Context: an optimization exercise on an open-source flow, tuned for small area, a short achievable clock period and few clock cycles per item. The choices shown serve that exercise and are no tape-out recipe. Power and IR drop assume default switching activity.

==> indigo <==
==> flow/design.v <==
module ams_frame_encoder (
    input  wire        clk,
    input  wire        rst,
    input  wire        in_valid,
    output wire        in_ready,
    input  wire        in_clear,
    input  wire        in_stream,      
    input  wire [15:0] in_year,
    input  wire [7:0]  in_month,
    input  wire [7:0]  in_day,
    input  wire [7:0]  in_wday,
    input  wire [7:0]  in_hour,
    input  wire [7:0]  in_minute,
    input  wire [7:0]  in_second,
    input  wire [31:0] in_p,
    input  wire [31:0] in_po,
    input  wire [31:0] in_q,
    input  wire [31:0] in_qo,
    input  wire [31:0] in_i1,
    input  wire [31:0] in_i2,
    input  wire [31:0] in_i3,
    input  wire [15:0] in_u1,
    input  wire [15:0] in_u2,
    input  wire [15:0] in_u3,
    input  wire [31:0] in_tpi,
    input  wire [31:0] in_tpo,
    input  wire [31:0] in_tqi,
    input  wire [31:0] in_tqo,
    output wire        out_valid,
    input  wire        out_ready,
    output wire [7:0]  out_data,
    output wire        out_last
);
    reg        v0, v1;
    reg [15:0] l0_y;
    reg [7:0]  l0_mo, l0_d, l0_w, l0_h, l0_mi;
    reg [7:0]  l0_sr;
    reg [15:0] l1_y;
    reg [7:0]  l1_mo, l1_d, l1_w, l1_h;
    reg  [7:0] l0_s;
    reg  [8:0] l0_s9;
    always @(posedge clk) begin
        l0_s  <= l0_sr - (l0_sr % 8'd10);
        l0_s9 <= {1'b0, l0_sr - (l0_sr % 8'd10)} + 9'd9;
    end
    wire e0_y  = in_year == l0_y;
    wire e1_y  = in_year == l1_y;
    wire e0_md = {in_month, in_day} == {l0_mo, l0_d};
    wire e1_md = {in_month, in_day} == {l1_mo, l1_d};
    wire e0_wh = {in_wday, in_hour} == {l0_w, l0_h};
    wire e1_wh = {in_wday, in_hour} == {l1_w, l1_h};
    wire e0_ms = v0 && (in_minute == l0_mi) && (in_second >= l0_s) && ({1'b0, in_second} <= l0_s9);
    wire [3:0] n_pt = in_stream ? {e1_y, e1_md, e1_wh, v1}
                                : {e0_y, e0_md, e0_wh, e0_ms};
    reg       in_rdy;
    reg       act;             
    reg       c_str, c_clr;
    reg [3:0] c_pt;
    reg       p_v;             
    reg       p_str, p_clr;
    reg [3:0] p_pt;
    wire c_dup = &c_pt;
    wire c_sgl = c_clr | c_dup;        
    wire c_sup = !c_clr & c_dup;       
    wire p_sgl = p_clr | (&p_pt);
    assign in_ready = in_rdy;
    wire accept = in_valid && in_rdy;
    wire push = act && (!out_v || out_ready);
    reg  [8:0] pos;
    wire [4:0] blk  = pos[8:4];
    wire [3:0] off  = pos[3:0];
    wire       pre  = (pos < 9'd96);
    wire       tr   = c_str ? (blk == 5'd22) : (blk == 5'd16);
    wire       mid  = c_str && (blk == 5'd16 || blk == 5'd17);
    wire       ent  = !pre && !tr && !mid;
    wire       u16  = (blk == 5'd13) || (blk == 5'd14) || (blk == 5'd15);
    wire       rd   = ent && off[3] && (off[2:0] != 3'd0);      
    wire       jump = (pre && pos[6:0] == 7'd92)
                   || (ent && (u16 ? off == 4'd10 : off == 4'd12))
                   || (mid && pos[4:0] == 5'd21);
    wire       p_dt = pre && (pos[6:2] == 5'd5 || pos[6:2] == 5'd6) &&
                      !(c_str && pos[6:1] == 6'd13);             
    wire       m_dt = mid && (pos[4:0] >= 5'd10) && (pos[4:0] <= 5'd15);
    wire [2:0] dk   = mid ? (pos[2:0] - 3'd2) : {~pos[2], pos[1:0]};
    reg [7:0] pre_c, mid_c;
    always @* begin
        case (pos[6:0])
            7'd1: pre_c = c_str ? 8'h01 : 8'h00;
            7'd2: pre_c = c_str ? 8'h23 : 8'hD9;
            7'd3: pre_c = 8'h7E;
            7'd4: pre_c = c_str ? 8'hA1 : 8'hA0;
            7'd5: pre_c = c_str ? 8'h21 : 8'hD7;
            7'd6: pre_c = 8'h2B;
            7'd7: pre_c = 8'h21;
            7'd8: pre_c = 8'h13;
            7'd9: pre_c = c_str ? 8'h73 : 8'h86;
            7'd10: pre_c = c_str ? 8'h8F : 8'hB8;
            7'd11: pre_c = 8'hE6;
            7'd12: pre_c = 8'hE7;
            7'd14: pre_c = 8'h0F;
            7'd19: pre_c = 8'h0C;
            7'd27: pre_c = c_str ? 8'h37 : 8'h00;
            7'd28: pre_c = 8'hFF;
            7'd29: pre_c = 8'h80;
            7'd32: pre_c = 8'h02;
            7'd33: pre_c = c_str ? 8'h23 : 8'h19;
            7'd34: pre_c = 8'h0A;
            7'd35: pre_c = 8'h0A;
            7'd36: pre_c = 8'h54;
            7'd37: pre_c = 8'h45;
            7'd38: pre_c = 8'h53;
            7'd39: pre_c = 8'h54;
            7'd40: pre_c = 8'h5F;
            7'd41: pre_c = 8'h56;
            7'd42: pre_c = 8'h30;
            7'd43: pre_c = 8'h30;
            7'd44: pre_c = 8'h30;
            7'd45: pre_c = 8'h31;
            7'd46: pre_c = 8'h09;
            7'd47: pre_c = 8'h06;
            7'd48: pre_c = 8'h01;
            7'd49: pre_c = 8'h01;
            7'd52: pre_c = 8'h05;
            7'd53: pre_c = 8'hFF;
            7'd54: pre_c = 8'h0A;
            7'd55: pre_c = 8'h10;
            7'd56: pre_c = 8'h31;
            7'd57: pre_c = 8'h32;
            7'd58: pre_c = 8'h33;
            7'd59: pre_c = 8'h34;
            7'd60: pre_c = 8'h35;
            7'd61: pre_c = 8'h36;
            7'd62: pre_c = 8'h37;
            7'd63: pre_c = 8'h38;
            7'd64: pre_c = 8'h39;
            7'd65: pre_c = 8'h30;
            7'd66: pre_c = 8'h31;
            7'd67: pre_c = 8'h32;
            7'd68: pre_c = 8'h33;
            7'd69: pre_c = 8'h34;
            7'd70: pre_c = 8'h35;
            7'd71: pre_c = 8'h36;
            7'd72: pre_c = 8'h09;
            7'd73: pre_c = 8'h06;
            7'd74: pre_c = 8'h01;
            7'd75: pre_c = 8'h01;
            7'd76: pre_c = 8'h60;
            7'd77: pre_c = 8'h01;
            7'd78: pre_c = 8'h01;
            7'd79: pre_c = 8'hFF;
            7'd80: pre_c = 8'h0A;
            7'd81: pre_c = 8'h0B;
            7'd82: pre_c = 8'h54;
            7'd83: pre_c = 8'h45;
            7'd84: pre_c = 8'h53;
            7'd85: pre_c = 8'h54;
            7'd86: pre_c = 8'h4D;
            7'd87: pre_c = 8'h45;
            7'd88: pre_c = 8'h54;
            7'd89: pre_c = 8'h45;
            7'd90: pre_c = 8'h52;
            7'd91: pre_c = 8'h30;
            7'd92: pre_c = 8'h31;
            default: pre_c = 8'h00;
        endcase
    end
    always @* begin
        case (pos[4:0])
            5'd0: mid_c = 8'h09;
            5'd1: mid_c = 8'h06;
            5'd3: mid_c = 8'h01;
            5'd4: mid_c = 8'h01;
            5'd7: mid_c = 8'hFF;
            5'd8: mid_c = 8'h09;
            5'd9: mid_c = 8'h0C;
            5'd17: mid_c = 8'h37;
            5'd18: mid_c = 8'hFF;
            5'd19: mid_c = 8'h80;
            default: mid_c = 8'h00;
        endcase
    end
    reg [7:0] xc;
    always @* begin
        case (blk)
            5'd6, 5'd18:  xc = 8'h01;
            5'd7, 5'd19:  xc = 8'h02;
            5'd8, 5'd20:  xc = 8'h03;
            5'd9, 5'd21:  xc = 8'h04;
            5'd10: xc = 8'h1F;
            5'd11: xc = 8'h33;
            5'd12: xc = 8'h47;
            5'd13: xc = 8'h20;
            5'd14: xc = 8'h34;
            default: xc = 8'h48;
        endcase
    end
    reg [399:0] ch;
    reg [7:0]   head;
    integer     hi;
    always @* begin
        head = 8'd0;
        for (hi = 0; hi < 50; hi = hi + 1)
            head = head | ({8{(blk == (hi < 28 ? 6 + hi / 4 : hi < 34 ? 13 + (hi - 28) / 2 : 18 + (hi - 34) / 4))
                             && (off == (hi < 28 ? 9 + hi % 4 : hi < 34 ? 9 + (hi - 28) % 2 : 9 + (hi - 34) % 4))}}
                           & ch[399 - 8*hi -: 8]);
    end
    reg [7:0] ent_b;
    always @* begin
        case (off)
            4'd0: ent_b = 8'h09;
            4'd1: ent_b = 8'h06;
            4'd2, 4'd3: ent_b = 8'h01;
            4'd4: ent_b = xc;
            4'd5: ent_b = pos[8] ? 8'h08 : 8'h07;
            4'd6: ent_b = 8'h00;
            4'd7: ent_b = 8'hFF;
            4'd8: ent_b = u16 ? 8'h12 : 8'h06;
            4'd9, 4'd10, 4'd11, 4'd12: ent_b = head;
            default: ent_b = 8'h00;
        endcase
    end
    wire       is_dt = p_dt || m_dt;
    wire [7:0] dts;
    genvar gk;
    generate
        for (gk = 0; gk < 8; gk = gk + 1) begin : g_dts
            assign dts[gk] = is_dt && (dk == gk);
        end
    endgenerate
    wire [7:0] dtb = ({8{dts[0] & c_str}}  & l1_y[15:8]) | ({8{dts[0] & ~c_str}} & l0_y[15:8])
                   | ({8{dts[1] & c_str}}  & l1_y[7:0])  | ({8{dts[1] & ~c_str}} & l0_y[7:0])
                   | ({8{dts[2] & c_str}}  & l1_mo)      | ({8{dts[2] & ~c_str}} & l0_mo)
                   | ({8{dts[3] & c_str}}  & l1_d)       | ({8{dts[3] & ~c_str}} & l0_d)
                   | ({8{dts[4] & c_str}}  & l1_w)       | ({8{dts[4] & ~c_str}} & l0_w)
                   | ({8{dts[5] & c_str}}  & l1_h)       | ({8{dts[5] & ~c_str}} & l0_h)
                   | ({8{dts[6]}} & l0_mi)               | ({8{dts[7]}} & l0_s);
    reg [15:0] crc;
    reg        crc_pend;
    wire [15:0] crc_upd;
    wire [15:0] crc_f = crc_pend ? crc_upd : crc;
    wire [7:0] byte_o = ({8{pre}} & pre_c)
                      | ({8{mid}} & mid_c)
                      | ({8{ent}} & ent_b)
                      | dtb
                      | ({8{tr & ~off[1] & ~off[0]}} & ~crc_f[7:0])
                      | ({8{tr & ~off[1] &  off[0]}} & ~crc[15:8])
                      | ({8{tr & off[1]}} & 8'h7E)
                      | {7'd0, (pos == 9'd0) & c_sup};
    wire cur_last = c_sgl || (tr && off[1]);
    wire a_done   = push && cur_last;
    wire start_c  = accept && (!act || a_done);    
    function [15:0] crc16_byte;
        input [15:0] c_in;
        input [7:0]  d;
        integer k;
        reg [15:0] c;
        begin
            c = c_in ^ {8'h00, d};
            for (k = 0; k < 8; k = k + 1) begin
                if (c[0]) c = (c >> 1) ^ 16'h8408;
                else      c = c >> 1;
            end
            crc16_byte = c;
        end
    endfunction
    reg       out_v, out_l;
    reg [7:0] out_d;
    assign out_valid = out_v;
    assign out_data  = out_d;
    assign out_last  = out_l;
    assign crc_upd = crc16_byte(crc, out_d);
    always @(posedge clk) begin
        if (rst)
            out_v <= 1'b0;
        else if (!out_v || out_ready)
            out_v <= act;
        if (push) begin
            out_d <= byte_o;
            out_l <= cur_last;
        end
    end
    always @(posedge clk) begin
        if (rst) begin
            act    <= 1'b0;
            p_v    <= 1'b0;
            in_rdy <= 1'b1;
            v0     <= 1'b0;
            v1     <= 1'b0;
        end else begin
            if (start_c) begin
                act   <= 1'b1;
                c_str <= in_stream;
                c_clr <= in_clear;
                c_pt  <= n_pt;
            end else if (a_done) begin
                act   <= p_v;
                c_str <= p_str;
                c_clr <= p_clr;
                c_pt  <= p_pt;
            end
            if (accept && !start_c) begin
                p_v   <= 1'b1;
                p_str <= in_stream;
                p_clr <= in_clear;
                p_pt  <= n_pt;
            end else if (a_done) begin
                p_v <= 1'b0;
            end
            in_rdy <= !accept && (a_done ? (!p_v || p_sgl)
                                         : (!p_v && (!act || c_sgl || tr)));
            if (accept) begin
                if (in_clear) begin
                    v0 <= 1'b0;
                    v1 <= 1'b0;
                end else if (in_stream)
                    v1 <= 1'b1;
                else
                    v0 <= 1'b1;
            end
        end
    end
    always @(posedge clk) begin
        if (!act || a_done)
            pos <= 9'd0;
        else if (push)
            pos <= jump ? {blk + 5'd1, 4'd0} : pos + 9'd1;
    end
    always @(posedge clk) begin
        if (accept && !in_clear) begin
            if (in_stream) begin
                l1_y <= in_year; l1_mo <= in_month; l1_d <= in_day;
                l1_w <= in_wday; l1_h <= in_hour;
            end else begin
                l0_y <= in_year; l0_mo <= in_month; l0_d <= in_day;
                l0_w <= in_wday; l0_h <= in_hour; l0_mi <= in_minute;
                l0_sr <= in_second;
            end
        end
    end
    always @(posedge clk) begin
        if (in_rdy)
            ch <= {in_p, in_po, in_q, in_qo, in_i1, in_i2, in_i3,
                   in_u1, in_u2, in_u3, in_tpi, in_tpo, in_tqi, in_tqo};
        crc_pend <= push && (pos[8:2] != 7'd0) && !tr;
        if (!act || a_done)
            crc <= 16'hFFFF;
        else if (crc_pend)
            crc <= crc_upd;
    end
endmodule
==> flow/flow/run.sh <==
#!/bin/bash
set -euo pipefail
export BUFFER_PORTS_ARGS="-buffer_cell sky130_fd_sc_hd__buf_1"
export SETUP_SLACK_MARGIN=7
bash standard.sh finish > standard_flow.log 2>&1
==> flow/standard.sh <==
#!/bin/bash
# synth_recipe.tcl (not shown) runs the flow's synth.tcl, then flattens the netlist and writes it again
# the make line also repeats each setting of config.mk as NAME=value (left out here)
make -C /OpenROAD-flow-scripts/flow DESIGN_CONFIG=/design/flow/config.mk WORK_HOME=/design/flow/orfs CLKGATE_MAP_FILE= SYNTH_SCRIPT=/design/flow/synth_recipe.tcl "${@:-finish}"
==> flow/config.mk <==
export PLATFORM = sky130hd
export DESIGN_NAME = ams_frame_encoder
export DESIGN_NICKNAME = ams_frame_encoder
export VERILOG_FILES = /design/flow/design.v
export SDC_FILE = /design/flow/constraint.sdc
export NUM_CORES = 4
export LEC_CHECK = 0
export CAP_MARGIN = 20
export CORE_MARGIN = 2
export CORE_UTILIZATION = 40
export SLEW_MARGIN = 20
==> flow/constraint.sdc <==
create_clock -name core_clock -period 10.0 [get_ports {clk}]
set_input_delay 2.0000 -clock core_clock [delete_from_list [all_inputs] [get_ports {clk}]]
set_output_delay 2.0000 -clock core_clock [all_outputs]
set_load 0.01 [all_outputs]
==> inputs of amber, as changes to indigo <==
==> flow/flow/run.sh (replaced) <==
#!/bin/bash
set -euo pipefail
export BUFFER_PORTS_ARGS="-buffer_cell sky130_fd_sc_hd__buf_1"
bash standard.sh finish > standard_flow.log 2>&1
--- a/flow/config.mk
+++ b/flow/config.mk
@@ -10,2 +10,3 @@
 export CORE_UTILIZATION = 40
+export SETUP_SLACK_MARGIN = 5
 export SLEW_MARGIN = 20
==> inputs of ember, as changes to indigo <==
--- a/flow/design.v
+++ b/flow/design.v
@@ -39,8 +39,4 @@
     reg [7:0]  l1_mo, l1_d, l1_w, l1_h;
-    reg  [7:0] l0_s;
-    reg  [8:0] l0_s9;
-    always @(posedge clk) begin
-        l0_s  <= l0_sr - (l0_sr % 8'd10);
-        l0_s9 <= {1'b0, l0_sr - (l0_sr % 8'd10)} + 9'd9;
-    end
+    wire [7:0] l0_s  = l0_sr - (l0_sr % 8'd10);      
+    wire [8:0] l0_s9 = {1'b0, l0_s} + 9'd9;
     wire e0_y  = in_year == l0_y;
@@ -67,3 +63,4 @@
     wire accept = in_valid && in_rdy;
-    wire push = act && (!out_v || out_ready);
+    reg  skid_v;
+    wire push = act && !skid_v;
     reg  [8:0] pos;
@@ -197,2 +194,3 @@
     reg [399:0] ch;
+    reg [5:0]   didx;
     reg [7:0]   head;
@@ -202,5 +200,3 @@
         for (hi = 0; hi < 50; hi = hi + 1)
-            head = head | ({8{(blk == (hi < 28 ? 6 + hi / 4 : hi < 34 ? 13 + (hi - 28) / 2 : 18 + (hi - 34) / 4))
-                             && (off == (hi < 28 ? 9 + hi % 4 : hi < 34 ? 9 + (hi - 28) % 2 : 9 + (hi - 34) % 4))}}
-                           & ch[399 - 8*hi -: 8]);
+            head = head | ({8{didx == hi}} & ch[399 - 8*hi -: 8]);
     end
@@ -237,5 +233,2 @@
     reg [15:0] crc;
-    reg        crc_pend;
-    wire [15:0] crc_upd;
-    wire [15:0] crc_f = crc_pend ? crc_upd : crc;
     wire [7:0] byte_o = ({8{pre}} & pre_c)
@@ -244,3 +237,3 @@
                       | dtb
-                      | ({8{tr & ~off[1] & ~off[0]}} & ~crc_f[7:0])
+                      | ({8{tr & ~off[1] & ~off[0]}} & ~crc[7:0])
                       | ({8{tr & ~off[1] &  off[0]}} & ~crc[15:8])
@@ -265,4 +258,4 @@
     endfunction
-    reg       out_v, out_l;
-    reg [7:0] out_d;
+    reg       out_v, out_l, skid_l;
+    reg [7:0] out_d, skid_d;
     assign out_valid = out_v;
@@ -270,11 +263,23 @@
     assign out_last  = out_l;
-    assign crc_upd = crc16_byte(crc, out_d);
     always @(posedge clk) begin
-        if (rst)
-            out_v <= 1'b0;
-        else if (!out_v || out_ready)
-            out_v <= act;
-        if (push) begin
-            out_d <= byte_o;
-            out_l <= cur_last;
+        if (rst) begin
+            out_v  <= 1'b0;
+            skid_v <= 1'b0;
+        end else if (!out_v || out_ready) begin
+            if (skid_v) begin
+                out_d  <= skid_d;
+                out_l  <= skid_l;
+                out_v  <= 1'b1;
+                skid_v <= 1'b0;
+            end else if (push) begin
+                out_d <= byte_o;
+                out_l <= cur_last;
+                out_v <= 1'b1;
+            end else begin
+                out_v <= 1'b0;
+            end
+        end else if (push) begin
+            skid_d <= byte_o;
+            skid_l <= cur_last;
+            skid_v <= 1'b1;
         end
@@ -343,7 +348,10 @@
                    in_u1, in_u2, in_u3, in_tpi, in_tpo, in_tqi, in_tqo};
-        crc_pend <= push && (pos[8:2] != 7'd0) && !tr;
+        if (!act || a_done)
+            didx <= 6'd0;
+        else if (push && rd)
+            didx <= didx + 6'd1;
         if (!act || a_done)
             crc <= 16'hFFFF;
-        else if (crc_pend)
-            crc <= crc_upd;
+        else if (push && (pos[8:2] != 7'd0) && !tr)
+            crc <= crc16_byte(crc, byte_o);
     end
==> flow/flow/run.sh (replaced) <==
#!/bin/bash
set -euo pipefail
export BUFFER_PORTS_ARGS="-buffer_cell sky130_fd_sc_hd__buf_1"
bash standard.sh finish > standard_flow.log 2>&1
--- a/flow/config.mk
+++ b/flow/config.mk
@@ -9,3 +9,5 @@
 export CORE_MARGIN = 2
-export CORE_UTILIZATION = 40
+export CORE_UTILIZATION = 60
+export CTS_BUF_LIST = sky130_fd_sc_hd__clkbuf_4 sky130_fd_sc_hd__clkbuf_8
+export SETUP_SLACK_MARGIN = 5
 export SLEW_MARGIN = 20
==> comparison table <==
metric                                                                            ember                   indigo                    amber
Status                                                          complete, no violations  complete, no violations  complete, no violations
Number of placed cells counting well taps                                          3328                     3251                     3258
Net Sw Power                                                                    1350 uW                  1420 uW                  1300 uW
Combinational Power                                                              417 uW                   494 uW                   340 uW
Post-placement worst setup slack                                                3820 ps                  5410 ps                  5180 ps
Post-Route Utilization                                                            70.9%                    55.7%                    48.0%
Post-route worst hold slack                                                      519 ps                   511 ps                   499 ps
Worst slew margin relative to its limit                                           23.7%                    30.3%                    26.4%
Share of the synthesized area in the top cell type                                56.7%                    59.8%                    59.8%
Depth of the most critical reg-to-reg path                                           22                       23                       10
Unrepaired setup endpoints after global routing                                     yes                      yes                       no
Multi-input combinational cell count                                               1548                     1235                     1231
Number of standard cells in the final layout excluding fillers                     3575                     3665                     3389
Clock tree buffer count of the final layout                                         122                       83                       67
Capture point of the worst path                                                 c_pt[0]                 l0_s9[6]                 out_d[4]
Fraction of area in registers                                                     51.4%                    46.8%                    54.2%
Power density relative to cell area                                         166 mW/mm^2              161 mW/mm^2              179 mW/mm^2
Number of library cell types mapped by synthesis                                     96                       95                       95
Number of cells on the critical path                                                 22                       23                       10
Overall Power                                                                   5600 uW                  5900 uW                  5670 uW
Layout-stage area growth over the synthesis result                                17.4%                    37.5%                    18.6%
Final Critical Period                                                           5380 ps                  3990 ps                  4720 ps
Function was not checked in any run of this note: the RTL went through the layout flow alone.

==> static timing again, ports no longer ideal <==
The flow's constraints put no driver on any port. The routed layouts listed below were extracted and timed again, unchanged, in two steps.
Step 1 sets driving cells, clkbuf_16 on the clock port and buf_2 on the other inputs (assumed; they add their load-dependent delay and slew).
Step 2 moves the port delays by t, midway between the first and last clock arrival at a register: inputs arrive t later, outputs are due t later. That takes back most of the time a late clock gives input paths.
a / b / c = no drivers / after step 1 / after step 2; a / b = the first two.
run	t, ns	setup slack, ns	slew at the worst register clock pin (ns)
indigo	0.682	6.007 / 6.007 / 5.759	0.06 / 0.06
amber	0.697	5.283 / 5.283 / 5.041	0.07 / 0.07
ember	0.771	4.624 / 4.624 / 4.624	0.08 / 0.08
After both steps setup and hold are still met in every run listed. The setup slack of indigo, which loses most, moves by 0.000 ns with the drivers and by -0.248 ns with both steps.
